From an optimization exercise on the open Yosys and OpenROAD flow, aimed at small area and a short achievable clock period; shortcuts taken in it are not production practice. At most, simulation tests tie the RTL to the original design; equivalence was not proved. Power is estimated from default activity; no workload was simulated.

==> flow/design.v (excerpt) <==
module fdc_read (
    input  wire        clk,
    input  wire        rst,
    input  wire        drive_active,
    input  wire        flux,
    input  wire        wr_en,
    input  wire [2:0]  wr_port,
    input  wire [15:0] wr_data,
    input  wire        rd_en,
    output wire [15:0] status,
    output reg         mem_we,
    output wire [31:0] mem_addr,
    output wire [15:0] mem_wdata,
    output reg         irq_sync,
    output reg         irq_done
);
Size: about 920 cells after synthesis, roughly 0.0083 mm^2 of cells after synthesis.
Settings: LEC_CHECK=0, CAP_MARGIN=20, CORE_MARGIN=2, CORE_UTILIZATION=60, SETUP_SLACK_MARGIN=4.4, SLEW_MARGIN=20, SYNTH_HIERARCHICAL=1; clock period 7.0 ns.
standard.sh (not shown) runs the stock make flow with config.mk's settings and CLKGATE_MAP_FILE= SYNTH_SCRIPT=/design/flow/synth_recipe.tcl, a recipe that flattens the netlist after the stock synthesis.
==> flow/flow/run.sh <==
#!/bin/bash
# Standard ORFS layout (the standard.sh) with two changes:
#  - port buffers are sky130_fd_sc_hd__buf_2 instead of the resizer's default
#    choice (a delay cell);
#  - clock tree synthesis without dummy loads.
set -euo pipefail
export BUFFER_PORTS_ARGS="-buffer_cell sky130_fd_sc_hd__buf_2"
export CTS_ARGS="-sink_clustering_enable -repair_clock_nets -buf_list sky130_fd_sc_hd__clkbuf_8 -dont_use_dummy_load"
bash standard.sh finish > standard_flow.log 2>&1
Rerun with:
==> flow/flow/run.sh (replaced) <==
#!/bin/bash
# Standard ORFS layout (the standard.sh) with these changes:
#  - port buffers are sky130_fd_sc_hd__buf_2 instead of the resizer's default
#    choice (a delay cell);
#  - clock tree synthesis without dummy loads;
#  - the slow multi-input OR cells are not used (synthesis maps to NOR/NAND
#    forms instead); they are added to the platform's own don't-use list.
set -euo pipefail
export BUFFER_PORTS_ARGS="-buffer_cell sky130_fd_sc_hd__buf_2"
export CTS_ARGS="-sink_clustering_enable -repair_clock_nets -buf_list sky130_fd_sc_hd__clkbuf_8 -dont_use_dummy_load"
platform="sky130_fd_sc_hd__lpflow_bleeder_1 sky130_fd_sc_hd__lpflow_clkbufkapwr_1 sky130_fd_sc_hd__lpflow_clkbufkapwr_16 sky130_fd_sc_hd__lpflow_clkbufkapwr_2 sky130_fd_sc_hd__lpflow_clkbufkapwr_4 sky130_fd_sc_hd__lpflow_clkbufkapwr_8 sky130_fd_sc_hd__lpflow_clkinvkapwr_1 sky130_fd_sc_hd__lpflow_clkinvkapwr_16 sky130_fd_sc_hd__lpflow_clkinvkapwr_2 sky130_fd_sc_hd__lpflow_clkinvkapwr_4 sky130_fd_sc_hd__lpflow_clkinvkapwr_8 sky130_fd_sc_hd__lpflow_decapkapwr_12 sky130_fd_sc_hd__lpflow_decapkapwr_3 sky130_fd_sc_hd__lpflow_decapkapwr_4 sky130_fd_sc_hd__lpflow_decapkapwr_6 sky130_fd_sc_hd__lpflow_decapkapwr_8 sky130_fd_sc_hd__lpflow_inputiso0n_1 sky130_fd_sc_hd__lpflow_inputiso0p_1 sky130_fd_sc_hd__lpflow_inputiso1n_1 sky130_fd_sc_hd__lpflow_inputiso1p_1 sky130_fd_sc_hd__lpflow_inputisolatch_1 sky130_fd_sc_hd__lpflow_isobufsrc_1 sky130_fd_sc_hd__lpflow_isobufsrc_16 sky130_fd_sc_hd__lpflow_isobufsrc_2 sky130_fd_sc_hd__lpflow_isobufsrc_4 sky130_fd_sc_hd__lpflow_isobufsrc_8 sky130_fd_sc_hd__lpflow_isobufsrckapwr_16 sky130_fd_sc_hd__lpflow_lsbuf_lh_hl_isowell_tap_1 sky130_fd_sc_hd__lpflow_lsbuf_lh_hl_isowell_tap_2 sky130_fd_sc_hd__lpflow_lsbuf_lh_hl_isowell_tap_4 sky130_fd_sc_hd__lpflow_lsbuf_lh_isowell_4 sky130_fd_sc_hd__lpflow_lsbuf_lh_isowell_tap_1 sky130_fd_sc_hd__lpflow_lsbuf_lh_isowell_tap_2 sky130_fd_sc_hd__lpflow_lsbuf_lh_isowell_tap_4 sky130_fd_sc_hd__probe_p_8 sky130_fd_sc_hd__probec_p_8 "
slow=""
for c in or3_1 or3_2 or3_4 or3b_1 or3b_2 or3b_4 or4_1 or4_2 or4_4 or4b_1 or4b_2 or4b_4 or4bb_1 or4bb_2 or4bb_4; do
  slow="$slow sky130_fd_sc_hd__$c"
done
bash standard.sh "DONT_USE_CELLS=$platform$slow" finish > standard_flow.log 2>&1
- design area came out lower slightly
- worst setup slack gains 0.69 ns
- worst hold slack gets better by 0.0083 ns
- global-route usage came out lower by 1.2 points
- routed wire length shrinks by a few percent
- first-iteration DRC count came out lower by roughly a tenth
Rerun with:
==> flow/flow/run.sh (replaced) <==
#!/bin/bash
# Standard ORFS layout (the standard.sh) with these changes:
#  - port buffers are sky130_fd_sc_hd__buf_2 instead of the resizer's default
#    choice (a delay cell);
#  - clock tree synthesis without dummy loads;
#  - the slow multi-input OR cells are not used (synthesis maps to NOR/NAND
#    forms instead); added to the platform's own don't-use list.
set -euo pipefail
export BUFFER_PORTS_ARGS="-buffer_cell sky130_fd_sc_hd__buf_2"
export CTS_ARGS="-sink_clustering_enable -repair_clock_nets -buf_list sky130_fd_sc_hd__clkbuf_8 -dont_use_dummy_load"
slow=""
for c in or3_1 or3_2 or3_4 or3b_1 or3b_2 or3b_4 or4_1 or4_2 or4_4 or4b_1 or4b_2 or4b_4 or4bb_1 or4bb_2 or4bb_4; do
  slow="$slow sky130_fd_sc_hd__$c"
done
export DONT_USE_CELLS="$slow"
bash standard.sh finish > standard_flow.log 2>&1
=> Final area increases by 2.0%. Via count increases by 1.4%. Count of clock-buffer cells in the layout does not change.
No functional check of the RTL was part of any run of this note.


Another version of the RTL of fdc_read (not shown whole).
Size: ~930 cells after synthesis, about 92 I/O pins, ~0.0084 sq mm of cells after synthesis.
==> flow/config.mk <==
export PLATFORM = sky130hd
export DESIGN_NAME = fdc_read
export DESIGN_NICKNAME = fdc_read
export VERILOG_FILES = /design/flow/design.v
export SDC_FILE = /design/flow/constraint.sdc
export NUM_CORES = 4
export LEC_CHECK = 0
export CAP_MARGIN = 20
export CORE_MARGIN = 2
export CORE_UTILIZATION = 60
export SETUP_SLACK_MARGIN = 4.4
export SLEW_MARGIN = 20
==> flow/constraint.sdc <==
create_clock -name core_clock -period 7.0 [get_ports {clk}]
set_input_delay 1.4000 -clock core_clock [delete_from_list [all_inputs] [get_ports {clk}]]
set_output_delay 1.4000 -clock core_clock [all_outputs]
set_load 0.01 [all_outputs]
==> flow/flow/run.sh <==
#!/bin/bash
# Standard ORFS layout (the standard.sh) with these changes:
#  - port buffers are sky130_fd_sc_hd__buf_2 instead of the resizer's default
#    choice (a delay cell);
#  - clock tree synthesis without dummy loads;
#  - the slow multi-input OR cells are not used (synthesis maps to NOR/NAND
#    forms instead); they are added to the platform's own don't-use list.
set -euo pipefail
export BUFFER_PORTS_ARGS="-buffer_cell sky130_fd_sc_hd__buf_2"
export CTS_ARGS="-sink_clustering_enable -repair_clock_nets -buf_list sky130_fd_sc_hd__clkbuf_8 -dont_use_dummy_load -sink_clustering_size 30 -sink_clustering_max_diameter 100"
platform="sky130_fd_sc_hd__lpflow_bleeder_1 sky130_fd_sc_hd__lpflow_clkbufkapwr_1 sky130_fd_sc_hd__lpflow_clkbufkapwr_16 sky130_fd_sc_hd__lpflow_clkbufkapwr_2 sky130_fd_sc_hd__lpflow_clkbufkapwr_4 sky130_fd_sc_hd__lpflow_clkbufkapwr_8 sky130_fd_sc_hd__lpflow_clkinvkapwr_1 sky130_fd_sc_hd__lpflow_clkinvkapwr_16 sky130_fd_sc_hd__lpflow_clkinvkapwr_2 sky130_fd_sc_hd__lpflow_clkinvkapwr_4 sky130_fd_sc_hd__lpflow_clkinvkapwr_8 sky130_fd_sc_hd__lpflow_decapkapwr_12 sky130_fd_sc_hd__lpflow_decapkapwr_3 sky130_fd_sc_hd__lpflow_decapkapwr_4 sky130_fd_sc_hd__lpflow_decapkapwr_6 sky130_fd_sc_hd__lpflow_decapkapwr_8 sky130_fd_sc_hd__lpflow_inputiso0n_1 sky130_fd_sc_hd__lpflow_inputiso0p_1 sky130_fd_sc_hd__lpflow_inputiso1n_1 sky130_fd_sc_hd__lpflow_inputiso1p_1 sky130_fd_sc_hd__lpflow_inputisolatch_1 sky130_fd_sc_hd__lpflow_isobufsrc_1 sky130_fd_sc_hd__lpflow_isobufsrc_16 sky130_fd_sc_hd__lpflow_isobufsrc_2 sky130_fd_sc_hd__lpflow_isobufsrc_4 sky130_fd_sc_hd__lpflow_isobufsrc_8 sky130_fd_sc_hd__lpflow_isobufsrckapwr_16 sky130_fd_sc_hd__lpflow_lsbuf_lh_hl_isowell_tap_1 sky130_fd_sc_hd__lpflow_lsbuf_lh_hl_isowell_tap_2 sky130_fd_sc_hd__lpflow_lsbuf_lh_hl_isowell_tap_4 sky130_fd_sc_hd__lpflow_lsbuf_lh_isowell_4 sky130_fd_sc_hd__lpflow_lsbuf_lh_isowell_tap_1 sky130_fd_sc_hd__lpflow_lsbuf_lh_isowell_tap_2 sky130_fd_sc_hd__lpflow_lsbuf_lh_isowell_tap_4 sky130_fd_sc_hd__probe_p_8 sky130_fd_sc_hd__probec_p_8 "
slow=""
for c in or3_1 or3_2 or3_4 or3b_1 or3b_2 or3b_4 or4_1 or4_2 or4_4 or4b_1 or4b_2 or4b_4 or4bb_1 or4bb_2 or4bb_4; do
  slow="$slow sky130_fd_sc_hd__$c"
done
bash standard.sh "DONT_USE_CELLS=$platform$slow" finish > standard_flow.log 2>&1
Next try:
==> flow/flow/run.sh (replaced) <==
#!/bin/bash
# Standard ORFS layout (the standard.sh) with two changes:
#  - port buffers are sky130_fd_sc_hd__buf_2 instead of the resizer's default
#    choice (a delay cell);
#  - clock tree synthesis without dummy loads.
set -euo pipefail
export BUFFER_PORTS_ARGS="-buffer_cell sky130_fd_sc_hd__buf_2"
export CTS_ARGS="-sink_clustering_enable -repair_clock_nets -buf_list sky130_fd_sc_hd__clkbuf_8 -dont_use_dummy_load"
bash standard.sh finish > standard_flow.log 2>&1
- power is higher by 0.68%
- non-clock buffer count came out higher by 8
- register-to-register slack improved by 0.09 ns
- via count goes up by 1.3%
- clock-buffer cell count does not change
- cell count grows by 0.68%
- synthesized area is higher by about 0.6%
- cell area rises by 1.7%
- die area came out higher by 0.57%
- sequential power barely changes
Next try:
==> flow/flow/run.sh (replaced) <==
#!/bin/bash
# Standard ORFS layout (the standard.sh) with these changes:
#  - port buffers are sky130_fd_sc_hd__buf_2 instead of the resizer's default
#    choice (a delay cell);
#  - clock tree synthesis without dummy loads;
#  - the slow multi-input OR cells are not used (synthesis maps to NOR/NAND
#    forms instead); they are added to the platform's own don't-use list.
set -euo pipefail
export BUFFER_PORTS_ARGS="-buffer_cell sky130_fd_sc_hd__buf_2"
export CTS_ARGS="-sink_clustering_enable -repair_clock_nets -buf_list sky130_fd_sc_hd__clkbuf_8 -dont_use_dummy_load"
platform="sky130_fd_sc_hd__lpflow_bleeder_1 sky130_fd_sc_hd__lpflow_clkbufkapwr_1 sky130_fd_sc_hd__lpflow_clkbufkapwr_16 sky130_fd_sc_hd__lpflow_clkbufkapwr_2 sky130_fd_sc_hd__lpflow_clkbufkapwr_4 sky130_fd_sc_hd__lpflow_clkbufkapwr_8 sky130_fd_sc_hd__lpflow_clkinvkapwr_1 sky130_fd_sc_hd__lpflow_clkinvkapwr_16 sky130_fd_sc_hd__lpflow_clkinvkapwr_2 sky130_fd_sc_hd__lpflow_clkinvkapwr_4 sky130_fd_sc_hd__lpflow_clkinvkapwr_8 sky130_fd_sc_hd__lpflow_decapkapwr_12 sky130_fd_sc_hd__lpflow_decapkapwr_3 sky130_fd_sc_hd__lpflow_decapkapwr_4 sky130_fd_sc_hd__lpflow_decapkapwr_6 sky130_fd_sc_hd__lpflow_decapkapwr_8 sky130_fd_sc_hd__lpflow_inputiso0n_1 sky130_fd_sc_hd__lpflow_inputiso0p_1 sky130_fd_sc_hd__lpflow_inputiso1n_1 sky130_fd_sc_hd__lpflow_inputiso1p_1 sky130_fd_sc_hd__lpflow_inputisolatch_1 sky130_fd_sc_hd__lpflow_isobufsrc_1 sky130_fd_sc_hd__lpflow_isobufsrc_16 sky130_fd_sc_hd__lpflow_isobufsrc_2 sky130_fd_sc_hd__lpflow_isobufsrc_4 sky130_fd_sc_hd__lpflow_isobufsrc_8 sky130_fd_sc_hd__lpflow_isobufsrckapwr_16 sky130_fd_sc_hd__lpflow_lsbuf_lh_hl_isowell_tap_1 sky130_fd_sc_hd__lpflow_lsbuf_lh_hl_isowell_tap_2 sky130_fd_sc_hd__lpflow_lsbuf_lh_hl_isowell_tap_4 sky130_fd_sc_hd__lpflow_lsbuf_lh_isowell_4 sky130_fd_sc_hd__lpflow_lsbuf_lh_isowell_tap_1 sky130_fd_sc_hd__lpflow_lsbuf_lh_isowell_tap_2 sky130_fd_sc_hd__lpflow_lsbuf_lh_isowell_tap_4 sky130_fd_sc_hd__probe_p_8 sky130_fd_sc_hd__probec_p_8 "
slow=""
for c in or3_1 or3_2 or3_4 or3b_1 or3b_2 or3b_4 or4_1 or4_2 or4_4 or4b_1 or4b_2 or4b_4 or4bb_1 or4bb_2 or4bb_4; do
  slow="$slow sky130_fd_sc_hd__$c"
done
bash standard.sh "DONT_USE_CELLS=$platform$slow" finish > standard_flow.log 2>&1
Total power came out lower by 0.68%.
Wire length came out lower by 3.2%.
Hold slack is worse by 0.014 ns.
Clock-buffer cell count does not change.
Fmax came out higher by 11%.
Register-to-register slack is worse by 0.09 ns.
Sequential power hardly moves.
Worst setup slack is better by 0.29 ns.
Next try:
CORE_UTILIZATION = 70   (was 60)
GPL_ROUTABILITY_DRIVEN = 0   (was unset)
What happened: The new run ran to the end with no violations. Setup slack got worse by 0.034 ns. Final cell count goes down by 2.7%. Clock-buffer cell count stays the same. Fmax goes down by 1.3%. Wire length goes down by 5.1%. Power goes down by 0.96%. Die area goes down by 14%.


Starting RTL as in the previous note.
==> flow/config.mk <==
export PLATFORM = sky130hd
export DESIGN_NAME = fdc_read
export DESIGN_NICKNAME = fdc_read
export VERILOG_FILES = /design/flow/design.v
export SDC_FILE = /design/flow/constraint.sdc
export NUM_CORES = 4
export LEC_CHECK = 0
export CAP_MARGIN = 20
export CORE_MARGIN = 2
export CORE_UTILIZATION = 70
export SETUP_SLACK_MARGIN = 4.4
export SLEW_MARGIN = 20
==> flow/constraint.sdc <==
create_clock -name core_clock -period 7.0 [get_ports {clk}]
set_input_delay 1.4000 -clock core_clock [delete_from_list [all_inputs] [get_ports {clk}]]
set_output_delay 1.4000 -clock core_clock [all_outputs]
set_load 0.01 [all_outputs]
==> flow/flow/run.sh <==
#!/bin/bash
# Standard ORFS layout (the standard.sh) with these changes:
#  - port buffers are sky130_fd_sc_hd__buf_1 instead of the resizer's default
#    choice (a delay cell);
#  - clock tree synthesis without dummy loads;
#  - the slow multi-input OR cells are not used (synthesis maps to NOR/NAND
#    forms instead); they are added to the platform's own don't-use list.
set -euo pipefail
export BUFFER_PORTS_ARGS="-buffer_cell sky130_fd_sc_hd__buf_1"
export CTS_ARGS="-sink_clustering_enable -repair_clock_nets -buf_list sky130_fd_sc_hd__clkbuf_8 -dont_use_dummy_load"
platform="sky130_fd_sc_hd__lpflow_bleeder_1 sky130_fd_sc_hd__lpflow_clkbufkapwr_1 sky130_fd_sc_hd__lpflow_clkbufkapwr_16 sky130_fd_sc_hd__lpflow_clkbufkapwr_2 sky130_fd_sc_hd__lpflow_clkbufkapwr_4 sky130_fd_sc_hd__lpflow_clkbufkapwr_8 sky130_fd_sc_hd__lpflow_clkinvkapwr_1 sky130_fd_sc_hd__lpflow_clkinvkapwr_16 sky130_fd_sc_hd__lpflow_clkinvkapwr_2 sky130_fd_sc_hd__lpflow_clkinvkapwr_4 sky130_fd_sc_hd__lpflow_clkinvkapwr_8 sky130_fd_sc_hd__lpflow_decapkapwr_12 sky130_fd_sc_hd__lpflow_decapkapwr_3 sky130_fd_sc_hd__lpflow_decapkapwr_4 sky130_fd_sc_hd__lpflow_decapkapwr_6 sky130_fd_sc_hd__lpflow_decapkapwr_8 sky130_fd_sc_hd__lpflow_inputiso0n_1 sky130_fd_sc_hd__lpflow_inputiso0p_1 sky130_fd_sc_hd__lpflow_inputiso1n_1 sky130_fd_sc_hd__lpflow_inputiso1p_1 sky130_fd_sc_hd__lpflow_inputisolatch_1 sky130_fd_sc_hd__lpflow_isobufsrc_1 sky130_fd_sc_hd__lpflow_isobufsrc_16 sky130_fd_sc_hd__lpflow_isobufsrc_2 sky130_fd_sc_hd__lpflow_isobufsrc_4 sky130_fd_sc_hd__lpflow_isobufsrc_8 sky130_fd_sc_hd__lpflow_isobufsrckapwr_16 sky130_fd_sc_hd__lpflow_lsbuf_lh_hl_isowell_tap_1 sky130_fd_sc_hd__lpflow_lsbuf_lh_hl_isowell_tap_2 sky130_fd_sc_hd__lpflow_lsbuf_lh_hl_isowell_tap_4 sky130_fd_sc_hd__lpflow_lsbuf_lh_isowell_4 sky130_fd_sc_hd__lpflow_lsbuf_lh_isowell_tap_1 sky130_fd_sc_hd__lpflow_lsbuf_lh_isowell_tap_2 sky130_fd_sc_hd__lpflow_lsbuf_lh_isowell_tap_4 sky130_fd_sc_hd__probe_p_8 sky130_fd_sc_hd__probec_p_8 "
slow=""
for c in or3_1 or3_2 or3_4 or3b_1 or3b_2 or3b_4 or4_1 or4_2 or4_4 or4b_1 or4b_2 or4b_4 or4bb_1 or4bb_2 or4bb_4; do
  slow="$slow sky130_fd_sc_hd__$c"
done
bash standard.sh "DONT_USE_CELLS=$platform$slow" finish > standard_flow.log 2>&1
Edit:
--- a/flow/flow/run.sh
+++ b/flow/flow/run.sh
@@ -2,3 +2,3 @@
 # Standard ORFS layout (the standard.sh) with these changes:
-#  - port buffers are sky130_fd_sc_hd__buf_1 instead of the resizer's default
+#  - port buffers are sky130_fd_sc_hd__buf_2 instead of the resizer's default
 #    choice (a delay cell);
@@ -8,3 +8,3 @@
 set -euo pipefail
-export BUFFER_PORTS_ARGS="-buffer_cell sky130_fd_sc_hd__buf_1"
+export BUFFER_PORTS_ARGS="-buffer_cell sky130_fd_sc_hd__buf_2"
 export CTS_ARGS="-sink_clustering_enable -repair_clock_nets -buf_list sky130_fd_sc_hd__clkbuf_8 -dont_use_dummy_load"
--- a/flow/config.mk
+++ b/flow/config.mk
@@ -10,2 +10,3 @@
 export CORE_UTILIZATION = 70
+export PLACE_DENSITY = 0.8
 export SETUP_SLACK_MARGIN = 4.4
The changed run finished with timing, DRC and antenna clean.
Wire length goes up by 4.2%.
Die area stays the same.
Global-route usage climbs by 1.4 points.
Cell count barely changes.
Cell area is higher by 0.66%.
Maximum frequency rose by 0.76%.
Core utilization rose by 0.51 points.
Worst setup slack improves by 0.020 ns.
Sequential power hardly moves.
Non-clock buffer count decreases by 1.
Power climbs by 0.44%.
Edit:
--- a/flow/config.mk
+++ b/flow/config.mk
@@ -9,4 +9,3 @@
 export CORE_MARGIN = 2
-export CORE_UTILIZATION = 70
-export PLACE_DENSITY = 0.8
+export CORE_UTILIZATION = 80
 export SETUP_SLACK_MARGIN = 4.4
Total power came out higher by 0.43%.
Design area increases by 0.46%.
Worst setup slack gets worse by 0.045 ns.
Critical path depth does not change.
Via count rose by 7.4%.
Edit:
--- a/flow/config.mk
+++ b/flow/config.mk
@@ -9,3 +9,3 @@
 export CORE_MARGIN = 2
-export CORE_UTILIZATION = 80
+export CORE_UTILIZATION = 65
 export SETUP_SLACK_MARGIN = 4.4
Clock power fell by a few percent.
Total power is lower slightly.
Die area came out higher by about a fifth.
Cell count came out higher by a few percent.
Cell area decreases slightly.
Setup slack gets better by 0.060 ns.
Utilization decreases by 17 points.
Register-to-register slack improves by 0.05 ns.
Combinational power goes down by a few percent.
Edit:
--- a/flow/config.mk
+++ b/flow/config.mk
@@ -9,3 +9,3 @@
 export CORE_MARGIN = 2
-export CORE_UTILIZATION = 65
+export CORE_UTILIZATION = 70
 export SETUP_SLACK_MARGIN = 4.4
Maximum frequency falls by 0.47%.
Die area drops by 6.9%.
Non-clock buffer count shrinks by 2.
Total power barely changes.
Core utilization increases by 4.1 points.
Critical path depth does not change.
Routed wire length came out lower by 0.47%.
Area after synthesis does not change.

-- what the ideal ports hide --
In the flow no input, the clock included, has a driving cell. The finished layouts below were timed again as built, in two steps.
Step 1 assumes that a clkbuf_16 drives the clock port and a buf_2 every other input.
Step 2 times the ports against the registers' clock, not the clock port: input delays grow and output delays shrink by t, the midpoint of the rising clock arrivals with the driver on.
Slacks: no drivers / after step 1 / after step 2; pairs: no drivers / after step 1.
run	t (ns)	setup slack, ns	hold WS [ns]	latest minus earliest clock arrival (ns)
the first run of note 1	0.482	3.528 / 3.528 / 3.528	0.455 / 0.455 / 0.455	0.019 / 0.019
the second run of note 1	0.497	4.213 / 4.204 / 3.707	0.464 / 0.464 / 0.464	0.023 / 0.022
the third run of note 1	0.482	3.528 / 3.528 / 3.528	0.455 / 0.455 / 0.455	0.019 / 0.019
the first run of note 2	0.483	4.413 / 4.374 / 3.976	0.459 / 0.459 / 0.459	0.028 / 0.028
the second run of note 2	0.481	4.121 / 4.117 / 3.636	0.473 / 0.473 / 0.473	0.025 / 0.025
the third run of note 2	0.483	4.413 / 4.374 / 3.976	0.459 / 0.459 / 0.459	0.028 / 0.028
the fourth run of note 2	0.474	4.379 / 4.344 / 3.932	0.446 / 0.446 / 0.446	0.035 / 0.035
the first run of note 3	0.491	4.368 / 4.347 / 3.856	0.471 / 0.471 / 0.471	0.032 / 0.032
the second run of note 3	0.481	4.388 / 4.349 / 3.936	0.468 / 0.468 / 0.468	0.022 / 0.023
the third run of note 3	0.487	4.344 / 4.307 / 3.927	0.458 / 0.458 / 0.458	0.029 / 0.029
the fourth run of note 3	0.482	4.403 / 4.368 / 3.946	0.450 / 0.450 / 0.450	0.032 / 0.031
the fifth run of note 3	0.489	4.391 / 4.353 / 3.977	0.457 / 0.457 / 0.457	0.031 / 0.031
After both steps setup and hold are still met in every run listed. For the first run of note 3, which loses most, drivers alone change the setup slack by -0.021 ns; drivers and shift together by -0.512 ns.
